Source: an optimization exercise on an open RTL-to-GDS flow (aim: small area). Production flows keep margins and buffers that such runs may drop.
Function was checked by simulation only, so behaviour that the tests miss may differ from the original.
Power is estimated from default activity; no workload was simulated.

==> flow/design.v <==
module led_index (
    input  wire [2:0] row,
    input  wire [2:0] col,
    output wire [4:0] idx
);
    localparam [319:0] TABLE = 320'h41cc941cc55b1aa5b1ae946139460f088600886441cc941cc55b1aa5b1ae946139460fadaf4adaf8;
    assign idx = TABLE[{row, col} * 5 +: 5];
endmodule
module led_glyph_rom (
    input  wire [3:0] id,
    input  wire [4:0] pix,
    output wire       on
);
    localparam [511:0] TABLE = 512'h00000000000000000000000000000288078207d70782042203020027001100c9078007f5034403ff0344015f0308009c00110072072003220628067d06280588;
    assign on = TABLE[{pix, id}];
endmodule
module led_matrix #(
    parameter integer T_GAP = 256    
) (
    input  wire        clk,
    input  wire        rst,          
    input  wire [31:0] cmd_data,
    input  wire        cmd_valid,
    output wire        cmd_ready,
    input  wire [1:0]  ra,
    output reg  [31:0] rd_data,
    output wire [7:0]  tx_data,
    output wire        tx_valid,
    input  wire        tx_ready
);
    localparam [2:0] OP_MAP   = 3'b001;
    localparam [2:0] OP_SETPX = 3'b010;
    localparam [2:0] OP_FLUSH = 3'b011;
    localparam [2:0] OP_CLEAR = 3'b100;
    localparam [2:0] OP_DRAW  = 3'b101;
    localparam [2:0] F_ILLEGAL  = 3'd1;
    localparam [2:0] F_RESERVED = 3'd2;
    localparam [2:0] F_COORD    = 3'd3;
    localparam [2:0] F_INDEX    = 3'd4;
    localparam [2:0] F_GLYPH    = 3'd5;
    localparam integer GAP_TURNS = (T_GAP - 2 + 24) / 25 + 1;    
    localparam [4:0]   GAP_LAST  = GAP_TURNS - 8;                 
    reg [599:0] ring;             
    reg [4:0]   pix;              
    reg         clr;              
    reg [31:0]  cmd_q;            
    reg         busy;             
    reg         fr;               
    reg         fault;
    reg [4:0]   last_idx;
    reg         txv;              
    reg [4:0]   ti;               
    reg         gp;               
    wire [7:0]  txd = cmd_q[28:21];   
    wire [1:0]  kc  = cmd_q[20:19];   
    wire [2:0] op    = cmd_q[31:29];
    wire [2:0] row   = cmd_q[5:3];
    wire [2:0] col   = cmd_q[2:0];
    wire [4:0] idx   = cmd_q[28:24];
    wire [3:0] glyph = cmd_q[3:0];
    reg        dec_fault;
    reg [2:0]  dec_fcode;
    always @(*) begin
        dec_fault = 1'b0;
        dec_fcode = 3'd0;
        case (op)
            OP_MAP: begin
                if (cmd_q[28:6] != 23'd0) begin
                    dec_fault = 1'b1; dec_fcode = F_RESERVED;
                end else if (row > 3'd4 || col > 3'd4) begin
                    dec_fault = 1'b1; dec_fcode = F_COORD;
                end
            end
            OP_SETPX: begin
                if (idx > 5'd24) begin
                    dec_fault = 1'b1; dec_fcode = F_INDEX;
                end
            end
            OP_FLUSH, OP_CLEAR: begin
                if (cmd_q[28:0] != 29'd0) begin
                    dec_fault = 1'b1; dec_fcode = F_RESERVED;
                end
            end
            OP_DRAW: begin
                if (cmd_q[28:4] != 25'd0) begin
                    dec_fault = 1'b1; dec_fcode = F_RESERVED;
                end else if (glyph > 4'd10) begin
                    dec_fault = 1'b1; dec_fcode = F_GLYPH;
                end
            end
            default: begin
                dec_fault = 1'b1; dec_fcode = F_ILLEGAL;
            end
        endcase
    end
    wire check     = busy && !fr;
    wire do_map    = check && !dec_fault && (op == OP_MAP);
    wire do_setpx  = check && (op == OP_SETPX);   
    wire start     = check && !dec_fault && (op == OP_FLUSH || op == OP_CLEAR || op == OP_DRAW);
    wire zero_rg   = fr && op[2];                 
    wire do_draw   = fr && op[2] && op[0];
    wire [4:0] map_idx;
    led_index u_map_index (.row(row), .col(col), .idx(map_idx));
    wire glyph_on;
    led_glyph_rom u_rom (.id(glyph), .pix(pix), .on(glyph_on));
    wire setpx_hit = do_setpx && (pix == idx);
    assign cmd_ready = !rst && !busy && !fault;
    wire   cmd_fire  = cmd_valid && cmd_ready;
    assign tx_valid = txv;
    assign tx_data  = txd;
    wire   tx_fire  = txv && tx_ready;
    wire   turn     = pix[4] && pix[3];           
    wire   in_gap   = gp && !txv;
    wire [23:0] head = ring[23:0];
    wire        keep = !setpx_hit && !zero_rg && !clr;
    wire [23:0] ins  = ({24{setpx_hit}} & cmd_q[23:0]) |
                       ({24{keep}} & head) |
                       {16'd0, {8{do_draw && glyph_on}}};
    always @(posedge clk)
        ring <= {ins, ring[599:24]};
    wire [7:0] tap_old = (kc == 2'd0) ? head[23:16] :
                         (kc == 2'd1) ? head[15:8] :
                                        head[7:0];
    wire [7:0] tap = zero_rg ? {8{do_draw && glyph_on && kc[1]}} : tap_old;
    wire load      = fr && !gp && (pix == ti) && (!txv || tx_ready);
    wire frame_end = tx_fire && gp;
    always @(posedge clk) begin
        if (!busy && !fault) begin
            cmd_q <= cmd_data;
        end else if (load) begin
            cmd_q[28:21] <= tap;
            cmd_q[20:19] <= {kc[0], !kc[1] && !kc[0]};    
        end
    end
    always @(posedge clk) begin
        if (rst) begin
            pix      <= 5'd0;
            clr      <= 1'b1;
            busy     <= 1'b0;
            fr       <= 1'b0;
            fault    <= 1'b0;
            last_idx <= 5'd0;
            txv      <= 1'b0;
            ti       <= 5'd25;
            gp       <= 1'b1;
        end else begin
            pix <= turn ? 5'd0 : pix + 5'd1;
            if (turn)
                clr <= 1'b0;
            if (cmd_fire)
                busy <= 1'b1;
            if (check && dec_fault) begin
                busy  <= 1'b0;
                fault <= 1'b1;
            end
            if (do_map) begin
                busy     <= 1'b0;
                last_idx <= map_idx;
            end
            if (setpx_hit)
                busy <= 1'b0;
            if (start)
                fr <= 1'b1;
            if (load) begin
                txv <= 1'b1;
                if (kc[1]) begin
                    ti <= ti + 5'd1;
                    if (ti[4] && ti[3])       
                        gp <= 1'b1;
                end
            end else if (tx_fire) begin
                txv <= 1'b0;
            end
            if (frame_end) begin
                busy <= 1'b0;
                fr   <= 1'b0;
            end
            if (in_gap && turn) begin
                if (!ti[4] && ti[2]) begin    
                    ti <= 5'd0;
                    gp <= 1'b0;
                end else begin
                    ti <= ti + 5'd1;
                end
            end
        end
    end
    always @(*) begin
        case (ra)
            2'd0:    rd_data = {27'd0, fault ? dec_fcode : 3'd0, fault, busy};
            2'd1:    rd_data = {27'd0, last_idx};
            2'd2:    rd_data = fault ? cmd_q : 32'd0;
            default: rd_data = 32'd0;
        endcase
    end
endmodule
clock: 10.0 ns
lec_check: 0
cap_margin: 20
core_margin: 2
core_utilization: 65
slew_margin: 20
standard.sh (not shown) runs the stock make flow with config.mk's settings and CLKGATE_MAP_FILE= SYNTH_SCRIPT=/design/flow/synth_recipe.tcl, a recipe that flattens the netlist after the stock synthesis.
==> flow/flow/run.sh <==
#!/bin/bash
# The standard layout with three changes:
#  1. after the standard synthesis, its combinational logic is re-mapped by
#     ABC with an area-oriented script (remap.tcl); every register is kept
#     as the standard synthesis made it (instance name, cell type, nets);
#  2. port buffers use the smallest buffer cell;
#  3. clock tree synthesis uses clkbuf_8 with set sink clusters and no
#     dummy loads.
# Each tool's output goes to a log file of its own in this folder.
set -euo pipefail
cd "$(dirname "$0")/.."
export BUFFER_PORTS_ARGS="-buffer_cell sky130_fd_sc_hd__buf_1"
export CTS_ARGS="-sink_clustering_enable -repair_clock_nets -dont_use_dummy_load -buf_list sky130_fd_sc_hd__clkbuf_8 -sink_clustering_size 20 -sink_clustering_max_diameter 50"

bash standard.sh synth > synth_standard.log 2>&1

RES=orfs/results/${FLOW_PLATFORM}/led_matrix/base
PDIR=${FLOW_HOME}/platforms/${FLOW_PLATFORM}
LIB=${PDIR}/lib/sky130_fd_sc_hd__tt_025C_1v80.lib
YOSYS=$(command -v yosys || echo "${FLOW_HOME}/../tools/install/yosys/bin/yosys")
mkdir -p remap
python3 flow/split_lib.py "$LIB" remap/comb.lib remap/seq.lib > remap/split_lib.log 2>&1
sed -n '/DONT_USE_CELLS/,/^$/p' "${PDIR}/config.mk" | grep -o 'sky130_fd_sc_hd__[A-Za-z0-9_]*' > remap/dont_use.txt
printf 'strash\ndc2\ndch\namap\n' > remap/area.abc
printf 'set_driving_cell sky130_fd_sc_hd__buf_1\nset_load 5\n' > remap/abc.constr
cp "$RES/1_2_yosys.v" remap/standard_synth.v
REMAP_IN=remap/standard_synth.v REMAP_OUT=remap/remapped.v \
REMAP_SEQ_LIB=remap/seq.lib REMAP_COMB_LIB=remap/comb.lib REMAP_LIB="$LIB" \
REMAP_DONT_USE="$(cat remap/dont_use.txt | tr '\n' ' ')" \
REMAP_ABC=remap/area.abc REMAP_CONSTR=remap/abc.constr \
  "$YOSYS" -c flow/remap.tcl > remap_yosys.log 2>&1
cp remap/remapped.v "$RES/1_2_yosys.v"
rm -f "$RES/1_synth.odb"

bash standard.sh > standard_flow.log 2>&1
Other scripts of this flow, unchanged in this note and not shown: flow/flow/remap.tcl, flow/flow/split_lib.py
The first run finished clean.
Change:
--- a/flow/design.v
+++ b/flow/design.v
@@ -36,23 +36,23 @@
     localparam [2:0] F_ILLEGAL  = 3'd1;
     localparam [2:0] F_RESERVED = 3'd2;
     localparam [2:0] F_COORD    = 3'd3;
     localparam [2:0] F_INDEX    = 3'd4;
     localparam [2:0] F_GLYPH    = 3'd5;
     localparam integer GAP_TURNS = (T_GAP - 2 + 24) / 25 + 1;    
-    localparam [4:0]   GAP_LAST  = GAP_TURNS - 8;                 
+    localparam [4:0]   GAP_INIT  = GAP_TURNS - 1;
     reg [599:0] ring;             
     reg [4:0]   pix;              
     reg         clr;              
     reg [31:0]  cmd_q;            
     reg         busy;             
     reg         fr;               
     reg         fault;
     reg [4:0]   last_idx;
     reg         txv;              
-    reg [4:0]   ti;               
+    reg [4:0]   d;                
     reg         gp;               
     wire [7:0]  txd = cmd_q[28:21];   
     wire [1:0]  kc  = cmd_q[20:19];   
     wire [2:0] op    = cmd_q[31:29];
     wire [2:0] row   = cmd_q[5:3];
     wire [2:0] col   = cmd_q[2:0];
@@ -115,17 +115,16 @@
     wire        keep = !setpx_hit && !zero_rg && !clr;
     wire [23:0] ins  = ({24{setpx_hit}} & cmd_q[23:0]) |
                        ({24{keep}} & head) |
                        {16'd0, {8{do_draw && glyph_on}}};
     always @(posedge clk)
         ring <= {ins, ring[599:24]};
-    wire [7:0] tap_old = (kc == 2'd0) ? head[23:16] :
-                         (kc == 2'd1) ? head[15:8] :
-                                        head[7:0];
-    wire [7:0] tap = zero_rg ? {8{do_draw && glyph_on && kc[1]}} : tap_old;
-    wire load      = fr && !gp && (pix == ti) && (!txv || tx_ready);
+    wire [7:0] tap = kc[1] ? ins[7:0] :
+                     ({8{keep}} & (kc[0] ? head[15:8] : head[23:16]));
+    wire d0        = (d == 5'd0);
+    wire load      = fr && !gp && d0 && (!txv || tx_ready);
     wire frame_end = tx_fire && gp;
     always @(posedge clk) begin
         if (!busy && !fault) begin
             cmd_q <= cmd_data;
         end else if (load) begin
             cmd_q[28:21] <= tap;
@@ -138,13 +137,13 @@
             clr      <= 1'b1;
             busy     <= 1'b0;
             fr       <= 1'b0;
             fault    <= 1'b0;
             last_idx <= 5'd0;
             txv      <= 1'b0;
-            ti       <= 5'd25;
+            d        <= GAP_INIT;
             gp       <= 1'b1;
         end else begin
             pix <= turn ? 5'd0 : pix + 5'd1;
             if (turn)
                 clr <= 1'b0;
             if (cmd_fire)
@@ -158,33 +157,32 @@
                 last_idx <= map_idx;
             end
             if (setpx_hit)
                 busy <= 1'b0;
             if (start)
                 fr <= 1'b1;
+            if (!gp && !(load && kc[1]))
+                d <= d0 ? 5'd24 : d - 5'd1;
             if (load) begin
                 txv <= 1'b1;
-                if (kc[1]) begin
-                    ti <= ti + 5'd1;
-                    if (ti[4] && ti[3])       
-                        gp <= 1'b1;
+                if (kc[1] && turn) begin      
+                    gp <= 1'b1;
+                    d  <= GAP_INIT;
                 end
             end else if (tx_fire) begin
                 txv <= 1'b0;
             end
             if (frame_end) begin
                 busy <= 1'b0;
                 fr   <= 1'b0;
             end
             if (in_gap && turn) begin
-                if (!ti[4] && ti[2]) begin    
-                    ti <= 5'd0;
+                if (d0)
                     gp <= 1'b0;
-                end else begin
-                    ti <= ti + 5'd1;
-                end
+                else
+                    d <= d - 5'd1;
             end
         end
     end
     always @(*) begin
         case (ra)
             2'd0:    rd_data = {27'd0, fault ? dec_fcode : 3'd0, fault, busy};
Clock skew came out higher by 0.0096 ns.
Die area came out lower by 0.46%.
Critical path depth came out higher by 3.
Worst hold slack gets better by 0.034 ns.
Utilization hardly moves.
Non-clock buffer count came out higher by 2.
Global-route usage came out higher by 1.3 points.
Setup slack gets better by 0.047 ns.
Total power came out lower by 0.51%.
Final area is about the same.
Clock power stays flat.

separate check: timing with driven ports:
The results above use ideal ports. As a check the final layouts listed here were re-extracted and re-timed, cells and wires unchanged.
Step 1, drivers: a clkbuf_16 drives clk and a buf_2 each remaining input, both assumed.
Step 2 moves the port delays by t, midway between the first and last clock arrival at a register: inputs arrive t later, outputs are due t later. That takes back most of the time a late clock gives input paths.
Slacks: ideal / step 1 / step 2; pairs: ideal / step 1.
run | shift t [ns] | slack for setup (ns) | pins driven straight from the clock port
the first run | 0.578 | 4.668 / 4.648 / 4.648 | 1
the second run | 0.578 | 4.716 / 4.695 / 4.695 | 1
After both steps setup and hold are still met in every run listed. The setup slack of the second run, which loses most, moves by -0.021 ns with the drivers and by -0.021 ns with both steps.
